Context: an optimization exercise on an open-source flow, tuned for small area, a short achievable clock period and few clock cycles. The choices shown serve that exercise and are no tape-out recipe.
In this exercise RTL edits were held to simulation tests only and were not proved equivalent to the original.
Power is estimated from default activity; no workload was simulated.

### flow/config.mk
export PLATFORM = sky130hd
export DESIGN_NAME = fm_rsb
export DESIGN_NICKNAME = fm_rsb
export VERILOG_FILES = /design/flow/design.v
export SDC_FILE = /design/flow/constraint.sdc
export NUM_CORES = 4
export LEC_CHECK = 0
export CAP_MARGIN = 20
export CORE_MARGIN = 2
export CORE_UTILIZATION = 40
export CTS_BUF_LIST = sky130_fd_sc_hd__clkbuf_8
export CTS_CLUSTER_DIAMETER = 60
export CTS_CLUSTER_SIZE = 12
export SLEW_MARGIN = 20
export SYNTH_HIERARCHICAL = 1
### flow/constraint.sdc
create_clock -name core_clock -period 10.0 [get_ports {clk}]
set_input_delay 2.0000 -clock core_clock [delete_from_list [all_inputs] [get_ports {clk}]]
set_output_delay 2.0000 -clock core_clock [all_outputs]
set_load 0.01 [all_outputs]
### flow/design.v
module rsb_fieldmap (
    input  wire [7:0] fid,
    output reg  [3:0] freg,
    output reg  [3:0] flo,
    output reg  [2:0] fwc
);
    always @* begin
        case (fid)
            8'h00, 8'h01:                               freg = 4'h0;
            8'h02, 8'h03, 8'h04:                        freg = 4'h1;
            8'h05, 8'h06, 8'h07, 8'h08, 8'h09, 8'h0A,
            8'h0B, 8'h0C, 8'h0D:                        freg = 4'h2;
            8'h0E, 8'h0F:                               freg = 4'h3;
            8'h10, 8'h11, 8'h12, 8'h13, 8'h14, 8'h15,
            8'h16, 8'h17, 8'h18:                        freg = 4'h4;
            8'h19, 8'h1A, 8'h1B, 8'h1C:                 freg = 4'h5;
            8'h1D, 8'h1E, 8'h1F, 8'h20, 8'h21:          freg = 4'h6;
            8'h22, 8'h23:                               freg = 4'h7;
            8'h24, 8'h25, 8'h26, 8'h27, 8'h28, 8'h29,
            8'h2A, 8'h2B:                               freg = 4'hA;
            8'h2C, 8'h2D, 8'h2E, 8'h2F:                 freg = 4'hB;
            8'h30:                                      freg = 4'hC;
            8'h31:                                      freg = 4'hD;
            8'h32:                                      freg = 4'hE;
            default:                                    freg = 4'hF;
        endcase
        case (fid)
            8'h00: flo = 4'd12;
            8'h01: flo = 4'd0;
            8'h02: flo = 4'd10;
            8'h03: flo = 4'd6;
            8'h04: flo = 4'd0;
            8'h05: flo = 4'd15;
            8'h06: flo = 4'd14;
            8'h07: flo = 4'd13;
            8'h08: flo = 4'd11;
            8'h09: flo = 4'd10;
            8'h0A: flo = 4'd9;
            8'h0B: flo = 4'd8;
            8'h0C: flo = 4'd6;
            8'h0D: flo = 4'd0;
            8'h0E: flo = 4'd15;
            8'h0F: flo = 4'd0;
            8'h10: flo = 4'd15;
            8'h11: flo = 4'd14;
            8'h12: flo = 4'd12;
            8'h13: flo = 4'd11;
            8'h14: flo = 4'd10;
            8'h15: flo = 4'd6;
            8'h16: flo = 4'd4;
            8'h17: flo = 4'd2;
            8'h18: flo = 4'd0;
            8'h19: flo = 4'd8;
            8'h1A: flo = 4'd6;
            8'h1B: flo = 4'd4;
            8'h1C: flo = 4'd0;
            8'h1D: flo = 4'd14;
            8'h1E: flo = 4'd12;
            8'h1F: flo = 4'd8;
            8'h20: flo = 4'd4;
            8'h21: flo = 4'd0;
            8'h22: flo = 4'd15;
            8'h23: flo = 4'd14;
            8'h24: flo = 4'd15;
            8'h25: flo = 4'd14;
            8'h26: flo = 4'd13;
            8'h27: flo = 4'd12;
            8'h28: flo = 4'd11;
            8'h29: flo = 4'd9;
            8'h2A: flo = 4'd8;
            8'h2B: flo = 4'd0;
            8'h2C: flo = 4'd14;
            8'h2D: flo = 4'd12;
            8'h2E: flo = 4'd10;
            8'h2F: flo = 4'd0;
            8'h30: flo = 4'd0;
            8'h31: flo = 4'd0;
            8'h32: flo = 4'd0;
            8'h33: flo = 4'd0;
            default: flo = 4'd0;
        endcase
        case (fid)
            8'h00: fwc = 3'd2;
            8'h01: fwc = 3'd6;
            8'h02: fwc = 3'd3;
            8'h03: fwc = 3'd2;
            8'h04: fwc = 3'd3;
            8'h05: fwc = 3'd0;
            8'h06: fwc = 3'd0;
            8'h07: fwc = 3'd0;
            8'h08: fwc = 3'd0;
            8'h09: fwc = 3'd0;
            8'h0A: fwc = 3'd0;
            8'h0B: fwc = 3'd0;
            8'h0C: fwc = 3'd0;
            8'h0D: fwc = 3'd0;
            8'h0E: fwc = 3'd0;
            8'h0F: fwc = 3'd5;
            8'h10: fwc = 3'd0;
            8'h11: fwc = 3'd0;
            8'h12: fwc = 3'd0;
            8'h13: fwc = 3'd0;
            8'h14: fwc = 3'd0;
            8'h15: fwc = 3'd1;
            8'h16: fwc = 3'd1;
            8'h17: fwc = 3'd1;
            8'h18: fwc = 3'd1;
            8'h19: fwc = 3'd4;
            8'h1A: fwc = 3'd1;
            8'h1B: fwc = 3'd1;
            8'h1C: fwc = 3'd2;
            8'h1D: fwc = 3'd1;
            8'h1E: fwc = 3'd1;
            8'h1F: fwc = 3'd0;
            8'h20: fwc = 3'd2;
            8'h21: fwc = 3'd2;
            8'h22: fwc = 3'd0;
            8'h23: fwc = 3'd0;
            8'h24: fwc = 3'd0;
            8'h25: fwc = 3'd0;
            8'h26: fwc = 3'd0;
            8'h27: fwc = 3'd0;
            8'h28: fwc = 3'd0;
            8'h29: fwc = 3'd1;
            8'h2A: fwc = 3'd0;
            8'h2B: fwc = 3'd4;
            8'h2C: fwc = 3'd1;
            8'h2D: fwc = 3'd1;
            8'h2E: fwc = 3'd1;
            8'h2F: fwc = 3'd5;
            8'h30: fwc = 3'd7;
            8'h31: fwc = 3'd7;
            8'h32: fwc = 3'd7;
            8'h33: fwc = 3'd7;
            default: fwc = 3'd7;
        endcase
    end
endmodule
module rsb_cmddec (
    input  wire [31:0] cmd,
    output reg  [2:0]  cls
);
    wire [7:0] op  = cmd[31:24];
    wire [7:0] a   = cmd[23:16];
    wire       a0  = (a == 8'h0);
    wire       d0  = (cmd[15:0] == 16'h0);
    wire       ah0 = (a[7:4] == 4'h0);
    wire       fv  = (a < 8'h34);
    always @* begin
        case (op)
            8'h10:                   cls = {ah0 && d0, 1'b0, ah0 && d0};
            8'h11:                   cls = {ah0, 2'b00};
            8'h12:                   cls = {fv && d0, 1'b0, fv && d0};
            8'h13:                   cls = {fv, 2'b00};
            8'h20, 8'h21, 8'h30, 8'h31, 8'h33:
                                     cls = {a0 && d0, a0 && d0, 1'b0};
            8'h32, 8'h42, 8'h43, 8'h44:
                                     cls = {a0 && d0, 1'b0, a0 && d0};
            8'h40, 8'h41:            cls = {d0, 2'b00};
            default:                 cls = 3'b000;
        endcase
    end
endmodule
module fm_rsb (
    input  wire        clk,
    input  wire        rst,
    input  wire        cmd_valid,
    output wire        cmd_ready,
    input  wire [31:0] cmd,
    output reg         rsp_valid,
    output wire [31:0] rsp,
    output reg         bus_req,
    output reg  [1:0]  bus_op,
    output reg  [7:0]  bus_wdata,
    output reg         bus_rnack,
    input  wire        bus_done,
    input  wire        bus_ack,
    input  wire [7:0]  bus_rdata,
    output reg         dly_req,
    output reg  [9:0]  dly_ms,
    input  wire        dly_done
);
    localparam [1:0] B_BEGIN = 2'd0, B_WRITE = 2'd1, B_READ = 2'd2, B_END = 2'd3;
    function [15:0] fshl(input [3:0] lo, input [15:0] d);
        begin
            case (lo)
            4'd0: fshl = (d << 0) & 16'hFFFF;
            4'd2: fshl = (d << 2) & 16'h000C;
            4'd4: fshl = (d << 4) & 16'h00F0;
            4'd6: fshl = (d << 6) & 16'h03C0;
            4'd8: fshl = (d << 8) & 16'hFF00;
            4'd9: fshl = (d << 9) & 16'h0600;
            4'd10: fshl = (d << 10) & 16'hFC00;
            4'd11: fshl = (d << 11) & 16'h0800;
            4'd12: fshl = (d << 12) & 16'hF000;
            4'd13: fshl = (d << 13) & 16'h2000;
            4'd14: fshl = (d << 14) & 16'hC000;
            4'd15: fshl = (d << 15) & 16'h8000;
            default: fshl = 16'h0;
            endcase
        end
    endfunction
    wire [15:0] xw [0:15];         
    reg        bs_lo;              
    reg        be_lo;              
    reg [1:0]  spc;                
    reg        pwr_on;             
    reg        rdy;                
    reg        lr;                 
    reg [3:0]  ph;                 
    reg        ex;                 
    reg [31:0] cq;                 
    reg        rsp_ok;
    reg [15:0] rsp_d;
    assign cmd_ready = rdy;
    assign rsp = {rsp_ok, 15'h0, rsp_d};
    reg [3:0]  ptr;                
    reg [3:0]  flo_q;              
    reg [2:0]  fwc_q;              
    reg        lo;                 
    reg [3:0]  st;                 
    reg        start_q;            
    reg        srd;                
    reg        aph;                
    reg [1:0]  code;               
    reg        mw_go;              
    reg [1:0]  mwg;
    wire [7:0]  op = cq[31:24];
    wire [7:0]  a  = cq[23:16];
    wire [15:0] d  = cq[15:0];
    wire [15:0] rword = xw[ptr];
    wire       idle    = !(ex && x_read) && !lr;    
    wire       acc     = idle && cmd_valid;
    wire [2:0] icls;
    rsb_cmddec u_dec (.cmd(cmd), .cls(icls));
    wire       i_legal = icls[2];
    wire       i_long  = icls[1];
    wire       i_fast  = !(icls[1] || icls[0]);    
    reg  x_legal, x_long, x_read;          
    wire c_rdw   = (op == 8'h10) && x_legal;
    wire c_wrw   = (op == 8'h11) && x_legal;
    wire c_rdf   = (op == 8'h12) && x_legal;
    wire c_wrf   = (op == 8'h13) && x_legal;
    wire c_pwrup = (op == 8'h30) && x_legal;
    wire c_pwrdn = (op == 8'h31) && x_legal;
    wire c_rdpwr = (op == 8'h32) && x_legal;
    wire c_start = (op == 8'h33) && x_legal;
    wire c_band  = (op == 8'h40) && x_legal;
    wire c_space = (op == 8'h41) && x_legal;
    wire c_rdbs  = (op == 8'h42) && x_legal;
    wire c_rdbe  = (op == 8'h43) && x_legal;
    wire c_rdsp  = (op == 8'h44) && x_legal;
    wire [15:0] lo_is;
    genvar gl;
    generate
        for (gl = 0; gl < 16; gl = gl + 1) begin : g_lo
            assign lo_is[gl] = (flo_q == gl);
        end
    endgenerate
    wire [15:0] fsr;
    assign fsr[0] = (lo_is[0] & rword[0]) | (lo_is[2] & rword[2]) | (lo_is[4] & rword[4]) | (lo_is[6] & rword[6]) | (lo_is[8] & rword[8]) | (lo_is[9] & rword[9]) | (lo_is[10] & rword[10]) | (lo_is[11] & rword[11]) | (lo_is[12] & rword[12]) | (lo_is[13] & rword[13]) | (lo_is[14] & rword[14]) | (lo_is[15] & rword[15]);
    assign fsr[1] = (lo_is[0] & rword[1]) | (lo_is[2] & rword[3]) | (lo_is[4] & rword[5]) | (lo_is[6] & rword[7]) | (lo_is[8] & rword[9]) | (lo_is[9] & rword[10]) | (lo_is[10] & rword[11]) | (lo_is[12] & rword[13]) | (lo_is[14] & rword[15]);
    assign fsr[2] = (lo_is[0] & rword[2]) | (lo_is[4] & rword[6]) | (lo_is[6] & rword[8]) | (lo_is[8] & rword[10]) | (lo_is[10] & rword[12]) | (lo_is[12] & rword[14]);
    assign fsr[3] = (lo_is[0] & rword[3]) | (lo_is[4] & rword[7]) | (lo_is[6] & rword[9]) | (lo_is[8] & rword[11]) | (lo_is[10] & rword[13]) | (lo_is[12] & rword[15]);
    assign fsr[4] = (lo_is[0] & rword[4]) | (lo_is[8] & rword[12]) | (lo_is[10] & rword[14]);
    assign fsr[5] = (lo_is[0] & rword[5]) | (lo_is[8] & rword[13]) | (lo_is[10] & rword[15]);
    assign fsr[6] = (lo_is[0] & rword[6]) | (lo_is[8] & rword[14]);
    assign fsr[7] = (lo_is[0] & rword[7]) | (lo_is[8] & rword[15]);
    assign fsr[8] = (lo_is[0] & rword[8]);
    assign fsr[9] = (lo_is[0] & rword[9]);
    assign fsr[10] = (lo_is[0] & rword[10]);
    assign fsr[11] = (lo_is[0] & rword[11]);
    assign fsr[12] = (lo_is[0] & rword[12]);
    assign fsr[13] = (lo_is[0] & rword[13]);
    assign fsr[14] = (lo_is[0] & rword[14]);
    assign fsr[15] = (lo_is[0] & rword[15]);
    reg [15:0] wmask;
    always @* begin
        case (fwc_q)
            3'd0:    wmask = 16'h0001;
            3'd1:    wmask = 16'h0003;
            3'd2:    wmask = 16'h000F;
            3'd3:    wmask = 16'h003F;
            3'd4:    wmask = 16'h00FF;
            3'd5:    wmask = 16'h03FF;
            3'd6:    wmask = 16'h0FFF;
            default: wmask = 16'hFFFF;
        endcase
    end
    reg [15:0] sdata;
    always @* begin
        sdata = 16'h0;
        if (c_rdw || c_rdf) sdata = fsr & wmask;
        if (c_rdpwr) sdata = {14'h0, pwr_on, pwr_on};
        if (c_rdbs)  sdata = bs_lo ? 16'd7600 : 16'd8750;
        if (c_rdbe)  sdata = be_lo ? 16'd9000 : 16'd10800;
        if (c_rdsp)  sdata = (spc == 2'd0) ? 16'd20 : (spc == 2'd1) ? 16'd10 : 16'd5;
    end
    function [1:0] skind(input [3:0] s);    
        case (s)
            4'd0, 4'd2, 4'd5, 4'd8, 4'd10: skind = 2'd0;
            4'd4, 4'd7, 4'd12:             skind = 2'd2;
            default:                       skind = 2'd1;
        endcase
    endfunction
    function [9:0] sms(input [3:0] s);
        case (s)
            4'd4:    sms = 10'd500;
            4'd7:    sms = 10'd110;
            default: sms = 10'd10;
        endcase
    endfunction
    function [2:0] smw(input [3:0] s);      
        case (s)
            4'd3:    smw = 3'b100;
            4'd6:    smw = 3'b101;
            4'd11:   smw = 3'b110;
            4'd9:    smw = 3'b111;
            default: smw = 3'b000;
        endcase
    endfunction
    wire [3:0] i_s0 = !cmd[28] ? {3'b000, cmd[24]} : (cmd[25:24] == 2'b01) ? 4'd10 : 4'd2;
    wire       s_last = (st == 4'd0) || (st == 4'd1) || (st == 4'd9) || (st == 4'd12) ||
                        ((st == 4'd7) && !start_q);
    wire [3:0] s_nx   = st + 4'd1;
    wire [1:0] n_kind = skind(s_nx);
    wire [2:0] n_mw   = smw(s_nx);
    wire bd       = bus_done && (ph != 4'b0000);
    wire dd       = dly_done && dly_req;
    wire step_end = (bus_done && ph[3]) || dd;
    wire launch   = step_end && !s_last;
    wire finish   = step_end && s_last;
    wire [51:0] fsel;                          
    genvar gf;
    generate
        for (gf = 0; gf < 52; gf = gf + 1) begin : g_fsel
            assign fsel[gf] = ex && c_wrf && (a == gf);
        end
    endgenerate
    wire [15:0] fen [0:15];
    assign fen[0] = {fsel[0], fsel[0], fsel[0], fsel[0], fsel[1], fsel[1], fsel[1], fsel[1], fsel[1], fsel[1], fsel[1], fsel[1], fsel[1], fsel[1], fsel[1], fsel[1]};
    assign fen[1] = {fsel[2], fsel[2], fsel[2], fsel[2], fsel[2], fsel[2], fsel[3], fsel[3], fsel[3], fsel[3], fsel[4], fsel[4], fsel[4], fsel[4], fsel[4], fsel[4]};
    assign fen[2] = {fsel[5], fsel[6], fsel[7], 1'b0, fsel[8], fsel[9], fsel[10], fsel[11], 1'b0, fsel[12], 1'b0, 1'b0, 1'b0, 1'b0, 1'b0, fsel[13]};
    assign fen[3] = {fsel[14], 1'b0, 1'b0, 1'b0, 1'b0, 1'b0, fsel[15], fsel[15], fsel[15], fsel[15], fsel[15], fsel[15], fsel[15], fsel[15], fsel[15], fsel[15]};
    assign fen[4] = {fsel[16], fsel[17], 1'b0, fsel[18], fsel[19], fsel[20], 1'b0, 1'b0, fsel[21], fsel[21], fsel[22], fsel[22], fsel[23], fsel[23], fsel[24], fsel[24]};
    assign fen[5] = {fsel[25], fsel[25], fsel[25], fsel[25], fsel[25], fsel[25], fsel[25], fsel[25], fsel[26], fsel[26], fsel[27], fsel[27], fsel[28], fsel[28], fsel[28], fsel[28]};
    assign fen[6] = {fsel[29], fsel[29], fsel[30], fsel[30], 1'b0, 1'b0, 1'b0, fsel[31], fsel[32], fsel[32], fsel[32], fsel[32], fsel[33], fsel[33], fsel[33], fsel[33]};
    assign fen[7] = {fsel[34], fsel[35], 1'b0, 1'b0, 1'b0, 1'b0, 1'b0, 1'b0, 1'b0, 1'b0, 1'b0, 1'b0, 1'b0, 1'b0, 1'b0, 1'b0};
    assign fen[8] = {1'b0, 1'b0, 1'b0, 1'b0, 1'b0, 1'b0, 1'b0, 1'b0, 1'b0, 1'b0, 1'b0, 1'b0, 1'b0, 1'b0, 1'b0, 1'b0};
    assign fen[9] = {1'b0, 1'b0, 1'b0, 1'b0, 1'b0, 1'b0, 1'b0, 1'b0, 1'b0, 1'b0, 1'b0, 1'b0, 1'b0, 1'b0, 1'b0, 1'b0};
    assign fen[10] = {fsel[36], fsel[37], fsel[38], fsel[39], fsel[40], fsel[41], fsel[41], fsel[42], fsel[43], fsel[43], fsel[43], fsel[43], fsel[43], fsel[43], fsel[43], fsel[43]};
    assign fen[11] = {fsel[44], fsel[44], fsel[45], fsel[45], fsel[46], fsel[46], fsel[47], fsel[47], fsel[47], fsel[47], fsel[47], fsel[47], fsel[47], fsel[47], fsel[47], fsel[47]};
    assign fen[12] = {fsel[48], fsel[48], fsel[48], fsel[48], fsel[48], fsel[48], fsel[48], fsel[48], fsel[48], fsel[48], fsel[48], fsel[48], fsel[48], fsel[48], fsel[48], fsel[48]};
    assign fen[13] = {fsel[49], fsel[49], fsel[49], fsel[49], fsel[49], fsel[49], fsel[49], fsel[49], fsel[49], fsel[49], fsel[49], fsel[49], fsel[49], fsel[49], fsel[49], fsel[49]};
    assign fen[14] = {fsel[50], fsel[50], fsel[50], fsel[50], fsel[50], fsel[50], fsel[50], fsel[50], fsel[50], fsel[50], fsel[50], fsel[50], fsel[50], fsel[50], fsel[50], fsel[50]};
    assign fen[15] = {fsel[51], fsel[51], fsel[51], fsel[51], fsel[51], fsel[51], fsel[51], fsel[51], fsel[51], fsel[51], fsel[51], fsel[51], fsel[51], fsel[51], fsel[51], fsel[51]};
    wire        rd_wr = bus_done && ph[2];         
    wire [15:0] wd = ph[2] ? {bus_rdata, bus_rdata} : fshl(flo_q, d);
    genvar gi;
    generate
        for (gi = 0; gi < 16; gi = gi + 1) begin : g_word
            reg [15:0] w;
            assign xw[gi] = w;
            wire       wsel = (ptr == gi);
            wire       b_hi = (rd_wr && wsel && !lo) || (ex && c_wrw && a[3:0] == gi);
            wire       b_lo = (rd_wr && wsel &&  lo) || (ex && c_wrw && a[3:0] == gi);
            wire [15:0] en  = {{8{b_hi}}, {8{b_lo}}} | fen[gi];
            integer    b;
            always @(posedge clk) begin
                for (b = 0; b < 16; b = b + 1)
                    if (en[b]) w[b] <= wd[b];
                if (mw_go) begin
                    case (mwg)
                        2'd0: if (gi == 7) w[15] <= 1'b1;            
                        2'd1: if (gi == 2) begin                      
                                  w[0]  <= 1'b1;
                                  w[6]  <= 1'b0;
                                  w[14] <= 1'b0;
                              end
                        2'd2: begin                                   
                                  if (gi == 7) w[14] <= 1'b1;         
                                  if (gi == 4) w[5:0] <= 6'h0;        
                                  if (gi == 2) begin                  
                                      w[0]  <= 1'b1;
                                      w[6]  <= 1'b1;
                                      w[14] <= 1'b1;
                                  end
                              end
                        default: begin                                
                                  if (gi == 5) w[15:4] <= 12'h191;    
                                  if (gi == 6) w[7:0] <= 8'h48;       
                                  if (gi == 2) w[10] <= 1'b0;         
                              end
                    endcase
                end
            end
        end
    endgenerate
    wire [3:0] cmd_freg, cmd_flo;
    wire [2:0] cmd_fwc;
    rsb_fieldmap u_fmap (.fid(cmd[23:16]), .freg(cmd_freg), .flo(cmd_flo), .fwc(cmd_fwc));
    always @(posedge clk) begin
        cq      <= cmd;
        x_legal <= i_legal;
        x_long  <= i_long;
        x_read  <= icls[0];
        if (rst) begin
            rdy       <= 1'b1;
            lr        <= 1'b0;
            ph        <= 4'b0000;
            ex        <= 1'b0;
            rsp_valid <= 1'b0;
            bus_req   <= 1'b0;
            dly_req   <= 1'b0;
            mw_go     <= 1'b0;
            pwr_on    <= 1'b0;
            bs_lo     <= 1'b0;
            be_lo     <= 1'b0;
            spc       <= 2'd1;
        end else begin
            ex        <= acc;
            rsp_valid <= (ex && x_read) || finish || (acc && i_fast);
            mw_go     <= 1'b0;
            if (acc && !i_fast) rdy <= 1'b0;
            if (acc && i_long) begin
                lr      <= 1'b1;
                bus_req <= 1'b1;
                bus_op  <= B_BEGIN;
                ph      <= 4'b0001;
            end
            if (ex) begin
                if (c_band) begin
                    if (a == 8'd0) begin bs_lo <= 1'b0; be_lo <= 1'b0; end
                    if (a == 8'd1) begin bs_lo <= 1'b1; be_lo <= 1'b0; end
                    if (a == 8'd2) begin bs_lo <= 1'b1; be_lo <= 1'b1; end
                end
                if (c_space && a < 8'd3) spc <= a[1:0];
                if (c_start) begin bs_lo <= 1'b0; be_lo <= 1'b0; spc <= 2'd1; end
                if (c_pwrup || c_start) pwr_on <= 1'b1;
                if (c_pwrdn) pwr_on <= 1'b0;
                if (x_read) rdy <= 1'b1;
            end
            if (finish) begin
                rdy <= 1'b1;
                lr  <= 1'b0;
            end
            if (bd) begin
                if (ph[0]) begin
                    bus_op    <= B_WRITE;
                    ph        <= 4'b0010;
                    bus_wdata <= {7'h10, srd};
                    aph       <= 1'b1;
                    ptr       <= srd ? 4'hA : 4'h2;
                    lo        <= 1'b0;
                end
                if (ph[1]) begin
                    aph <= 1'b0;
                    if (!bus_ack) begin
                        bus_op <= B_END;
                        ph     <= 4'b1000;
                        if (st == 4'd1) code <= aph ? 2'd1 : (lo ? 2'd2 : 2'd3);
                    end else if (aph && srd) begin
                        bus_op    <= B_READ;
                        ph        <= 4'b0100;
                        bus_rnack <= 1'b0;
                    end else if (!aph && ptr == 4'd8) begin
                        bus_op <= B_END;
                        ph     <= 4'b1000;
                    end else begin
                        bus_wdata <= lo ? rword[7:0] : rword[15:8];
                        lo        <= !lo;
                        if (lo) ptr <= ptr + 4'd1;
                    end
                end
                if (ph[2]) begin
                    if (ptr == 4'd9 && lo) begin bus_op <= B_END; ph <= 4'b1000; end
                    bus_rnack <= (ptr == 4'd9);
                    lo        <= !lo;
                    if (lo) ptr <= ptr + 4'd1;
                end
                if (ph[3]) begin                 
                    bus_req <= 1'b0;
                    ph      <= 4'b0000;
                end
            end
            if (dd) dly_req <= 1'b0;
            if (launch) begin
                st <= s_nx;
                if (n_kind == 2'd2) begin
                    dly_req <= 1'b1;
                    dly_ms  <= sms(s_nx);
                end else begin
                    bus_req <= 1'b1;
                    bus_op  <= B_BEGIN;
                    ph      <= 4'b0001;
                    srd     <= (n_kind == 2'd0);
                end
                mw_go <= n_mw[2];
                mwg   <= n_mw[1:0];
            end
            if (ex && x_long) begin
                start_q <= c_start;
                code    <= 2'd0;
            end
        end
        if (idle) begin
            st    <= i_s0;
            srd   <= (i_s0 != 4'd1);
            ptr   <= cmd[25] ? cmd_freg : cmd[19:16];
            flo_q <= cmd[25] ? cmd_flo : 4'd0;
            fwc_q <= cmd[25] ? cmd_fwc : 3'd7;
        end
    end
    always @(posedge clk) begin
        if (ex && x_read) begin
            rsp_ok <= 1'b1;
            rsp_d  <= sdata;
        end else if (finish) begin
            rsp_ok <= 1'b1;
            rsp_d  <= {14'h0, code};
        end else begin
            rsp_ok <= i_legal;
            rsp_d  <= 16'h0;
        end
    end
endmodule
### flow/flow/run.sh
#!/bin/bash
# Standard layout, except: port buffers are plain buffers (buf_2) instead of the
# delay cells the default pick gives, and timing repair aims at a setup slack
# margin well above the one the clock period alone asks for, so that it sizes
# the critical paths. make's output goes to standard.log.
set -euo pipefail
bash standard.sh "BUFFER_PORTS_ARGS=-buffer_cell sky130_fd_sc_hd__buf_2" \
    SETUP_SLACK_MARGIN=6.72 finish > standard.log 2>&1
### flow/standard.sh
#!/bin/bash
# synth_recipe.tcl (not shown) runs the flow's synth.tcl, then flattens the netlist and writes it again
# the make line also repeats each setting of config.mk as NAME=value (left out here)
make -C /OpenROAD-flow-scripts/flow DESIGN_CONFIG=/design/flow/config.mk WORK_HOME=/design/flow/orfs CLKGATE_MAP_FILE= SYNTH_SCRIPT=/design/flow/synth_recipe.tcl "${@:-finish}"
==> run_results.csv, run 1 <==
group,metric,value,unit
status,outcome,"no timing/DRC/antenna violations",
finish,final_common_cell,"edfxtp_1",
sta,final_critical_delay_including_setup_and_external_delays,3.247,ns
finish,most-common-layout-cells,"261 x edfxtp_1, 141 x nand2_1, 112 x nor2_1",
setup_path,timing.critical_path.fanout_max,50,
power_and_ir_drop,power_density,149.4,nW/µm²
sta,worst_pin_slew,1.066,ns
power_and_ir_drop,total_net_switching_power,0.0007837,W
power_and_ir_drop,cellInternalPower,0.002105,W
clock_network,cts_made_buffers,37,
logic_synthesis,synthArstFlopShare,0,%
finish,area_of_all_placed_cells_without_fillers,19340,µm²
place,port_buffers,85,
setup_path,worst-endpoint-required,10.47,ns
place,dpl_cell_area,18280,µm²
logic_synthesis,netlist_area,17230,µm²
routing,detail_route.drc_violations,0,
global_route,gr-total-overflow,0,
sta,rsz_0062_raised_after_global_routing,"yes",
power_and_ir_drop,p_clk_share,30.4,%
global_route,grt_pass1_vias,12830,
setup_path,endpoint_kind,"flip-flop",
clock_network,cts-root-buf,"clkbuf_8",
power_and_ir_drop,power.ir.vdd_worst,77.52,µV
power_and_ir_drop,p_leak,6.735,nW
place,dp_hpwl,39060,µm
global_route,grt_pass1_wl,83870,µm
sta,final.period_utilization,32.47,%
clock_network,cts-htree-levels,2,
routing,route.detailed.wl_per_inst,25.69,µm
logic_synthesis,synth_area_per_cell,10.99,µm²
routing,postRouteWirelength,56700,µm
power_and_ir_drop,power.share.switching,27.13,%
routing,avgViaCountPerCell,6.170,
routing,first_iter_violations,1873,
finish,design.final.nets,1707,
clock_network,clock_sink_count,361,
finish,post_layout_util,45.20,%
sta,finalMaxSlewViolations,0,
global_route,pin_count_of_the_biggest_net_entering_global_routing,60,
power_and_ir_drop,power.share.sequential,56.8,%
logic_synthesis,synth.ff_latch_count,361,
power_and_ir_drop,share_of_total_power_in_combinational_logic,12.8,%
floorplanning,io_pins,103,
clock_network,number_of_buffers_on_the_longest_clock_path,3,
place,numPlacedInstances,2124,
clock_network,clkTransAtPathRegs,0.08,ns
clock_network,tritoncts,"built",
logic_synthesis,yosysWarnings,9,
floorplanning,chipWidth,211.5,µm
setup_path,critical_path_arrival,3.72,ns
sta,setup_viol,0,
logic_synthesis,synth_edf_count,261,
floorplanning,std_cell_rows,76,
sta,timing.clock.skew,0.03312,ns
place,routabilityCongestion,0.9274,
finish,n_antenna_cell,0,
global_route,grt_antenna_before_repair,0,
routing,ant_nets,0,
setup_path,startpoint_type,"flip-flop",
global_route,globalRouteTotalUtil,25.07,%
run,drv.max_cap_violation_count,0,
sta,final_hold_viol_count,0,
finish,syn2layout_area_growth,12.27,%
floorplanning,die_area,44740,µm²
floorplanning,die_y,211.5,µm
logic_synthesis,seq_area_frac_synth,57.12,%
floorplanning,initial_utilization,40.26,%
finish,final_layout_size_suffix_gt1_share,16.62,%
clock_network,clk-insertion-delay-late,0.59,ns
logic_synthesis,synth-main-ff-cell,"edfxtp_1",
logic_synthesis,synthDistinctLibCells,96,
setup_path,critPathKind,"flip-flop to flip-flop",
sta,timing.max_slew.rel_slack,28.44,%
logic_synthesis,synth_cells,1568,
floorplanning,floorplan.core_area,42790,µm²
routing,vias,13620,
sta,fin_tns_setup,0,ns
routing,drtPass1Iterations,9,
worst_hold_path,holdCritPathClass,"flip-flop to flip-flop",
sta,max_clock_freq,307.9,MHz
finish,instances_no_fill,2207,
[per-module statistics from Yosys, one instance, submodules excluded]
module	cells	cell area (µm²)
fm_rsb	1421	16240
rsb_fieldmap	116	782.0
rsb_cmddec	31	209.0
[power by group through the flow]
| stage | Clock (W) | Sequential (W) | Combinational, W |
|---|---|---|---|
| final | 0.000879 | 0.00164 | 0.000369 |
| after global routing | 0.000958 | 0.00164 | 0.000390 |
| after CTS | 0.000896 | 0.00164 | 0.000349 |
| after detailed placement | 0 | 0.00168 | 0.000340 |
| after global placement | 0 | 0.00168 | 0.000338 |
| after floorplan | 0 | 0.00167 | 0.000213 |
[synth_stat cells, types with 25 or more instances]
library cell    n  share of area [%]
a31oi_1        30                1.1
nand3_1        44                1.3
ha_1           28                2.0
mux2i_1        54                3.1
nand2_1       145                3.2
edfxtp_1      261                 45
nor2_1        114                2.5
dfxtp_1       100                 12
inv_1          37               0.81
nor3_1         25               0.73
o21ai_0       111                3.2
clkbuf_1       56                1.2
a22oi_1        51                2.2
buf_2          25               0.73
a21oi_1        75                2.2
buf_4          25                1.1
[worst max-delay path: stages (launching register included)]
cell       delay (ns)
edfxtp_1         0.46
ha_2             0.33
buf_6            0.46
a222oi_1         0.22
mux4_2           0.53
a31oi_1          0.21
buf_4            0.21
nand2_1          0.07
a211o_1          0.29
a2111oi_2        0.34
[stage by stage]
step           hold slack (ns)  setup WS, ns  total power (W)
2_1_floorplan           0.4363         6.521         0.001879
3_3_place_gp            0.4505         5.745         0.002013
3_5_place_dp            0.4637         5.746         0.002015
4_1_cts                 0.4881         6.720         0.002886
5_1_grt                 0.5081         6.592         0.002990
6_report                0.4835         6.753         0.002889
[layer usage]
metal | up-vias | part of all wire (%) | track usage (%)
met2 | 735 | 47 | 39.67
met5 | - | 0 | 0
li1 | 6081 | - | -
met3 | 108 | 9.2 | 3.946
met4 | 0 | 3.2 | 8.718
met1 | 6693 | 41 | 35.09
[cell families after synthesis]
kind of cell,count (synthesis),share of synthesized area [%]
buffers and inverters,167,4.525
AND/OR/NAND/NOR,478,13.60
multiplexers,65,3.922
other,1,0.02177
flip-flops,361,57.12
XOR/XNOR,4,0.2034
adder cells (fa/ha/maj),29,2.092
AO/OA/AOI/OAI,463,18.51
[final timing paths]
| check | start | to | slack (ns) | cells past startpoint |
|---|---|---|---|---|
| hold / removal | rdy | rdy | 0.48 | 2 |
| setup / recovery | ptr[0] | rsp_d[3] | 6.75 | 9 |
| hold reg to reg | rdy | rdy | 0.48 | 2 |
| setup reg to reg | ptr[0] | rsp_d[3] | 6.75 | 9 |
[flip-flops by register name (all words and copies together) (netlist names), 2 cells and up]
| signal | flops |
|---|---|
| cq | 32 |
| rsp_d | 16 |
| flo_q | 4 |
| code | 2 |
| ph | 4 |
| mwg | 2 |
| bus_op | 2 |
| ptr | 4 |
| dly_ms | 3 |
| bus_wdata | 8 |
| g_word.w | 256 |
| fwc_q | 3 |
| spc | 2 |
| st | 4 |
[final cells by class]
class                           count  area (µm²)
Clock buffer                       39       536.8
Clock inverter                     28       118.9
Fill cell                        4013       23450
Inverter                           42       175.2
Multi-Input combinational cell   1057        7072
Sequential cell                   361        9839
Tap cell                          546       683.2
Timing Repair Buffer              134       914.6
[timing repair]
action,in CTS,in global routing
endpoints found under the hold margin,0,0
setup endpoints to repair,51,74
buffers inserted,4,11
pin swaps,0,8
gates cloned,0,1
hold buffers,0,0
gates resized for setup,29,35
Testbench counts, summed over its fixed seeds: cycles 134,294.
==> run 2: changes to the inputs <==
--- a/flow/flow/run.sh
+++ b/flow/flow/run.sh
@@ -7,2 +7,2 @@
 bash standard.sh "BUFFER_PORTS_ARGS=-buffer_cell sky130_fd_sc_hd__buf_2" \
-    SETUP_SLACK_MARGIN=6.72 finish > standard.log 2>&1
+    SETUP_SLACK_MARGIN=6.8 finish > standard.log 2>&1
==> run 2 against run 1 <==
Still clean on timing, DRC and antenna. Sequential cell count unchanged. Critical path depth down 8. Sequential power about the same. Global-route usage up 0.47 points. Power up 2.3%. Cell area up 2.2%. Synthesized cell count unchanged. Critical path type is now flip-flop to output pin. Critical endpoint is now bus_rnack.
==> run_results.csv, run 2 <==
group,metric,value,unit
status,outcome,"no timing/DRC/antenna violations",
logic_synthesis,synth.largest_area_cell,"edfxtp_1",
setup_path,endpoint_kind,"output pin",
sta,max_clock_freq,309.3,MHz
sta,timing.clock.skew,0.02913,ns
global_route,grt_pass1_wl,84760,µm
place,dpl_cell_area,18330,µm²
finish,largest_register_ffs,256,
run,drv.max_cap_violation_count,0,
sta,final_hold_viol_count,0,
global_route,gr-total-overflow,0,
routing,first_iter_violations,1706,
clock_network,cts-htree-levels,2,
finish,post_layout_util,46.20,%
logic_synthesis,synth_area_per_cell,10.99,µm²
sta,final.period_utilization,32.33,%
setup_path,critPathKind,"flip-flop to output pin",
power_and_ir_drop,power.ir.vdd_worst,100.8,µV
setup_path,reg2reg_to,"rsp_d[3]",
clock_network,clkTransAtPathRegs,0.09,ns
global_route,pin_count_of_the_biggest_net_entering_global_routing,60,
setup_path,timing.reg2reg.setup_slack,6.84,ns
finish,syn2layout_area_growth,14.77,%
clock_network,cts_made_buffers,38,
routing,detail_route.drc_violations,0,
routing,ant_nets,0,
setup_path,startpoint_type,"flip-flop",
floorplanning,initial_utilization,40.26,%
floorplanning,die_y,211.5,µm
setup_path,critPathBufInv,1,
setup_path,worstSetupPathDepth,1,
logic_synthesis,post-synth-top-count-cell,"edfxtp_1",
setup_path,rr_worst_depth,9,
logic_synthesis,yosys-top-cells-count,"261 x edfxtp_1, 145 x nand2_1, 114 x nor2_1",
logic_synthesis,yosysWarnings,9,
setup_path,r2r_start,"ptr[2]",
power_and_ir_drop,power_density,149.6,nW/µm²
logic_synthesis,synthDistinctLibCells,96,
finish,most-common-layout-cells,"261 x edfxtp_1, 138 x nand2_1, 112 x nor2_1",
finish,register_with_the_highest_flop_count,"g_word.w",
setup_path,worst-endpoint-required,8.00,ns
global_route,grt_antenna_before_repair,1,
sta,final_critical_path_setup_slack,6.767,ns
routing,avgViaCountPerCell,6.194,
sta,worst_pin_slew,1.151,ns
floorplanning,die_area,44740,µm²
logic_synthesis,synth_top_cell_area_share,45.50,%
sta,rsz_0062_raised_after_global_routing,"yes",
place,pre_cts_slack,5.844,ns
clock_network,cts-root-buf,"clkbuf_8",
sta,fin_tns_setup,0,ns
logic_synthesis,synth_edf_count,261,
finish,total_area_of_multi_input_combinational_cells,7221,µm²
setup_path,critical_path_arrival,1.23,ns
finish,seq_area,9839,µm²
worst_hold_path,holdCritPathClass,"flip-flop to flip-flop",
power_and_ir_drop,overall_power_consumption,0.002957,W
power_and_ir_drop,p_leak,6.916,nW
clock_network,tritoncts,"built",
finish,final_layout_size_suffix_gt1_share,18.60,%
floorplanning,io_pins,103,
finish,fillCellCount,4009,
setup_path,timing.critical_path.fanout_max,1,
setup_path,critical-path-slowest-cell,"edfxtp_1",
clock_network,clk-insertion-delay-late,0.62,ns
finish,design.final.nets,1729,
setup_path,cpLargestDelayFamily,"flip-flops",
sta,timing.max_slew.rel_slack,22.75,%
floorplanning,floorplan.core_area,42790,µm²
global_route,grt_pass1_vias,13060,
logic_synthesis,netlist_area,17230,µm²
place,dp_hpwl,39240,µm
logic_synthesis,synth.ff_latch_count,361,
sta,final_critical_delay_including_setup_and_external_delays,3.233,ns
sta,finalMaxSlewViolations,0,
logic_synthesis,synthArstFlopShare,0,%
routing,route.detailed.wl_per_inst,26.05,µm
logic_synthesis,synth_cells,1568,
global_route,globalRouteTotalUtil,25.54,%
clock_network,clock_sink_count,361,
logic_synthesis,synthTopCellsByArea,"edfxtp_1 45%, dfxtp_1 12%, o21ai_0 3.2%, nand2_1 3.2%, mux2i_1 3.1%",
setup_path,setup.worst_path.start,"bus_rnack",
setup_path,setup.worst_path.end,"bus_rnack",
floorplanning,chipWidth,211.5,µm
floorplanning,std_cell_rows,76,
routing,drtPass1Iterations,5,
logic_synthesis,seq_area_frac_synth,57.12,%
routing,postRouteWirelength,58100,µm
sta,setup_viol,0,
finish,final_common_cell,"edfxtp_1",
logic_synthesis,synth-main-ff-cell,"edfxtp_1",
finish,largestRegisters,"g_word.w x256, cq x32, rsp_d x16",
routing,vias,13810,
setup_path,worstPathCellList,"buf_2",
clock_network,number_of_buffers_on_the_longest_clock_path,3,
place,port_buffers,85,
finish,area_of_all_placed_cells_without_fillers,19770,µm²
setup_path,critPathMaxStageDelay,0.45,ns
place,routabilityCongestion,0.9690,
run 2: cell types whose count changed in the layout (fill, tap and decap cells not counted), moves of 4 or more:
cell	before	now
o21ai_1	10	14
clkinv_2	5	1
buf_12	4	8
buf_4	44	61
o21ai_0	98	92
run 2: layout make-up:
| class | instances | share of cell area, % |
|---|---|---|
| Timing Repair Buffer | 155 | 5.797 |
| Inverter | 42 | 0.8860 |
| Clock inverter | 28 | 0.7721 |
| Multi-Input combinational cell | 1057 | 36.52 |
| Clock buffer | 40 | 2.785 |
| Antenna cell | 1 | 0.01266 |
| Tap cell | 546 | 3.455 |
| Sequential cell | 361 | 49.77 |
run 2: modules after synthesis (local to each module, per instance):
module	copies in the design	flops+latches
rsb_cmddec	1	0
fm_rsb	1	361
rsb_fieldmap	1	0
run 2: how the worst min path moves through the flow:
stage	from	cells after the start	endpoint	slack (ns)
2_1_floorplan	code[0]	2	rsp_d[0]	0.44
3_3_place_gp	rdy	2	rdy	0.45
3_5_place_dp	rdy	2	rdy	0.45
4_1_cts	g_word[6].w[3]	2	g_word[6].w[3]	0.47
5_1_grt	rdy	2	rdy	0.49
6_report	rdy	2	rdy	0.47
run 2: stage by stage:
step	hold WS [ns]	instances
after floorplan	0.4363	1584
after global placement	0.4486	2123
after detailed placement	0.4549	2123
after CTS	0.4747	2203
after global routing	0.4864	2230
final	0.4735	2230
run 2: power breakdown:
group / internal [W] / switching (W) / total (W)
Combinational: 0.000126 / 0.000258 / 0.000383
Sequential: 0.00163 / 0.0000158 / 0.00164
Clock: 0.000403 / 0.000529 / 0.000933
run 2: layer usage:
layer  global-route usage, %  share of wire, %  wire length, µm
met5                       0              0.10               58
met4                   10.17               3.7             2138
met3                   4.895               9.8             5709
met2                   40.54                46            26640
met1                   34.55                41            23550
run 2: cell families after synthesis:
family / Yosys count / share of synthesized area, %
and+or+nand+nor: 478 / 13.60
AOI/OAI and AO/OA: 463 / 18.51
DFF: 361 / 57.12
buffers and inverters: 167 / 4.525
muxes: 65 / 3.922
adders and majority gates: 29 / 2.092
xor gates and xnor gates: 4 / 0.2034
other: 1 / 0.02177
run 2: repair_timing:
item                       in CTS  in global routing
setup buffers                  12                 23
hold buffers                    0                  0
cloned                          0                  3
resized for setup              31                 61
pin swaps                       0                 12
setup endpoints to repair     103                166
==> run 3: changes to the inputs <==
--- a/flow/config.mk
+++ b/flow/config.mk
@@ -11,4 +11,4 @@
 export CTS_BUF_LIST = sky130_fd_sc_hd__clkbuf_8
-export CTS_CLUSTER_DIAMETER = 60
-export CTS_CLUSTER_SIZE = 12
+export CTS_CLUSTER_DIAMETER = 70
+export CTS_CLUSTER_SIZE = 14
 export SLEW_MARGIN = 20
==> run 3 against run 2 <==
Still clean. Clock power shrank 19%. Critical path type unchanged. Area after synthesis is the same. Wire length shrank 1.2%. Setup slack lost 0.032 ns. Worst hold slack gained 0.00061 ns. Clock skew grew 0.0021 ns.
==> run_results.csv, run 3 <==
group,metric,value,unit
status,outcome,"no timing/DRC/antenna violations",
clock_network,cts-htree-levels,1,
clock_network,clkTransAtPathRegs,0.10,ns
logic_synthesis,synth_top_cell_area_share,45.50,%
logic_synthesis,synth.largest_area_cell,"edfxtp_1",
setup_path,critical-path-slowest-cell,"edfxtp_1",
global_route,globalRouteTotalUtil,25.23,%
place,numPlacedInstances,2123,
setup_path,startpoint_type,"flip-flop",
setup_path,endpoint_kind,"output pin",
run,drv.max_cap_violation_count,0,
floorplanning,floorplan.core_area,42790,µm²
finish,most-common-layout-cells,"261 x edfxtp_1, 140 x nand2_1, 112 x nor2_1",
setup_path,cpLargestDelayFamily,"flip-flops",
sta,final_critical_delay_including_setup_and_external_delays,3.265,ns
routing,first_iter_violations,1700,
finish,post_layout_util,45.35,%
logic_synthesis,synthArstFlopShare,0,%
setup_path,critPathBufInv,1,
sta,finalMaxSlewViolations,0,
clock_network,number_of_buffers_on_the_longest_clock_path,3,
finish,design.final.nets,1718,
power_and_ir_drop,power.ir.vdd_worst,86.20,µV
logic_synthesis,synthDistinctLibCells,96,
setup_path,worst-endpoint-required,8.00,ns
finish,largest_register_ffs,256,
global_route,grt_pass1_vias,13040,
setup_path,worstPathCellList,"buf_2",
place,pre_cts_slack,5.844,ns
routing,vias,13640,
clock_network,tritoncts,"built",
sta,rsz_0062_raised_after_global_routing,"yes",
logic_synthesis,yosysWarnings,9,
sta,max_clock_freq,306.3,MHz
place,routabilityCongestion,0.9690,
clock_network,cts-root-buf,"clkbuf_8",
global_route,groute.layer.met3.usage,3.976,%
sta,timing.clock.skew,0.03125,ns
power_and_ir_drop,overall_power_consumption,0.002772,W
logic_synthesis,synthTopCellsByArea,"edfxtp_1 45%, dfxtp_1 12%, o21ai_0 3.2%, nand2_1 3.2%, mux2i_1 3.1%",
logic_synthesis,synth.mux.area_fraction,3.922,%
logic_synthesis,synth_edf_count,261,
floorplanning,std_cell_rows,76,
logic_synthesis,netlist_area,17230,µm²
place,dp_hpwl,39240,µm
clock_network,clock_sink_count,361,
sta,final_critical_path_setup_slack,6.735,ns
global_route,gr-usage-met2,40.71,%
setup_path,critical_path_arrival,1.26,ns
sta,worst_pin_slew,1.121,ns
floorplanning,chipWidth,211.5,µm
setup_path,critPathMaxStageDelay,0.46,ns
routing,detail_route.drc_violations,0,
finish,final_common_cell,"edfxtp_1",
sta,fin_tns_setup,0,ns
clock_network,clk-insertion-delay-late,0.64,ns
floorplanning,die_y,211.5,µm
global_route,grt_pass1_wl,84410,µm
floorplanning,die_area,44740,µm²
sta,setup_viol,0,
power_and_ir_drop,power_density,142.8,nW/µm²
logic_synthesis,yosys-top-cells-count,"261 x edfxtp_1, 145 x nand2_1, 114 x nor2_1",
logic_synthesis,synth_cells,1568,
routing,postRouteWirelength,57410,µm
global_route,grt_antenna_before_repair,1,
finish,register_with_the_highest_flop_count,"g_word.w",
logic_synthesis,seq_area_frac_synth,57.12,%
global_route,grt.met1_usage,34.63,%
routing,drtPass1Iterations,7,
routing,avgViaCountPerCell,6.162,
routing,route.detailed.wl_per_inst,25.94,µm
logic_synthesis,synth-main-ff-cell,"edfxtp_1",
logic_synthesis,synth_compound_area_share,18.51,%
finish,largestRegisters,"g_word.w x256, cq x32, rsp_d x16",
logic_synthesis,post-synth-top-count-cell,"edfxtp_1",
clock_network,cts_made_buffers,29,
finish,instances_no_fill,2213,
logic_synthesis,synth-adder-area-share,2.092,%
finish,syn2layout_area_growth,12.64,%
logic_synthesis,synth_simple_gate_area_share,13.60,%
power_and_ir_drop,p_leak,6.765,nW
global_route,grt-busiest-layer,"met2",
sta,timing.max_slew.rel_slack,24.46,%
floorplanning,io_pins,103,
sta,final_hold_viol_count,0,
finish,final_layout_size_suffix_gt1_share,17.41,%
sta,final.period_utilization,32.65,%
routing,ant_nets,0,
global_route,pin_count_of_the_biggest_net_entering_global_routing,60,
setup_path,critPathKind,"flip-flop to output pin",
logic_synthesis,synth_area_per_cell,10.99,µm²
logic_synthesis,synth_top_family_by_area,"compound AO/OA/AOI/OAI gates",
logic_synthesis,synth.ff_latch_count,361,
worst_hold_path,holdCritPathClass,"flip-flop to flip-flop",
clock_network,cts_hold_buf,0,
floorplanning,initial_utilization,40.26,%
setup_path,timing.critical_path.fanout_max,1,
logic_synthesis,post_synth_xor_area_fraction,0.2034,%
global_route,gr-total-overflow,0,
place,port_buffers,85,
[run 3: cell families after synthesis]
| group | count (synthesis) |
|---|---|
| multiplexers | 65 |
| AND/OR/NAND/NOR | 478 |
| XOR/XNOR | 4 |
| AO/OA/AOI/OAI | 463 |
| flip-flops | 361 |
| adder cells (fa/ha/maj) | 29 |
| buffers and inverters | 167 |
| other | 1 |
[run 3: modules after synthesis, one instance, submodules excluded]
module | cell area (µm²) | cells | flip-flops and latches | copies in the design
rsb_cmddec | 209.0 | 31 | 0 | 1
rsb_fieldmap | 782.0 | 116 | 0 | 1
fm_rsb | 16240 | 1421 | 361 | 1
[run 3: cell type report]
class | count | area, µm²
clock inverters | 24 | 90.09
multi-input cells | 1057 | 7153
diodes | 1 | 2.502
fillers | 4015 | 23390
repair buffers | 153 | 1059
well taps | 546 | 683.2
inverters | 42 | 175.2
clock buffers | 29 | 399.1
flip-flops and latches | 361 | 9842
[run 3: path summary, 6_finish.rpt]
kind	start	endpoint	slack [ns]	depth (start not counted)
max	bus_rnack	bus_rnack	6.74	1
min reg2reg	rdy	rdy	0.47	2
max reg2reg	ptr[1]	rsp_d[3]	6.83	10
min	rdy	rdy	0.47	2
[run 3: layer usage]
layer / part of all wire, % / wire length, µm
met1: 41 / 23800
met2: 46 / 26470
met3: 8.7 / 4966
met4: 3.8 / 2176
met5: 0 / 0
[run 3: power by group]
part           total, W  switching, W  internal [W]
clock          0.000758      0.000488      0.000271
sequential      0.00164     0.0000159       0.00163
combinational  0.000372      0.000254      0.000119
[run 3: per-stage QoR]
stage / hold slack (ns) / instance area, µm²
after floorplan: 0.4363 / 17580
after global placement: 0.4486 / 18310
after detailed placement: 0.4549 / 18330
after CTS: 0.4778 / 19060
after global routing: 0.4895 / 19400
final: 0.4741 / 19400
[run 3: repair_timing]
action,CTS,global route
hold endpoints to repair,0,0
pin swaps,0,6
gates resized for setup,34,40
setup endpoints to repair,104,147
setup buffers,12,22
cloned,0,1

==> static timing again, ports no longer ideal <==
Ports are ideal in the flow. The routed layouts listed here were re-timed in OpenROAD.
Step 1 (the two cells are an assumption about what drives the block):
set clk [get_ports {clk}]
set_driving_cell -lib_cell sky130_fd_sc_hd__clkbuf_16 $clk
set_driving_cell -lib_cell sky130_fd_sc_hd__buf_2 [delete_from_list [all_inputs] $clk]
Step 2, shift: input delay + t, output delay - t, t = (earliest + latest rising clock arrival at the registers) / 2. This alone moves slack from input paths to output paths.
Three values: no drivers, after step 1, after step 2; two values: the first two.
| run | t, ns | setup slack, ns | hold slack, ns | slew at the worst register clock pin (ns) |
|---|---|---|---|---|
| run 1 | 0.623 | 6.753 / 6.750 / 6.128 | 0.484 / 0.484 / 0.484 | 0.09 / 0.09 |
| run 2 | 0.655 | 6.767 / 6.714 / 6.146 | 0.473 / 0.473 / 0.473 | 0.09 / 0.09 |
| run 3 | 0.669 | 6.735 / 6.687 / 6.156 | 0.474 / 0.474 / 0.474 | 0.11 / 0.11 |
After both steps every run listed still meets setup and hold. For run 1, which loses most, drivers alone change the setup slack by -0.003 ns; drivers and shift together by -0.625 ns.
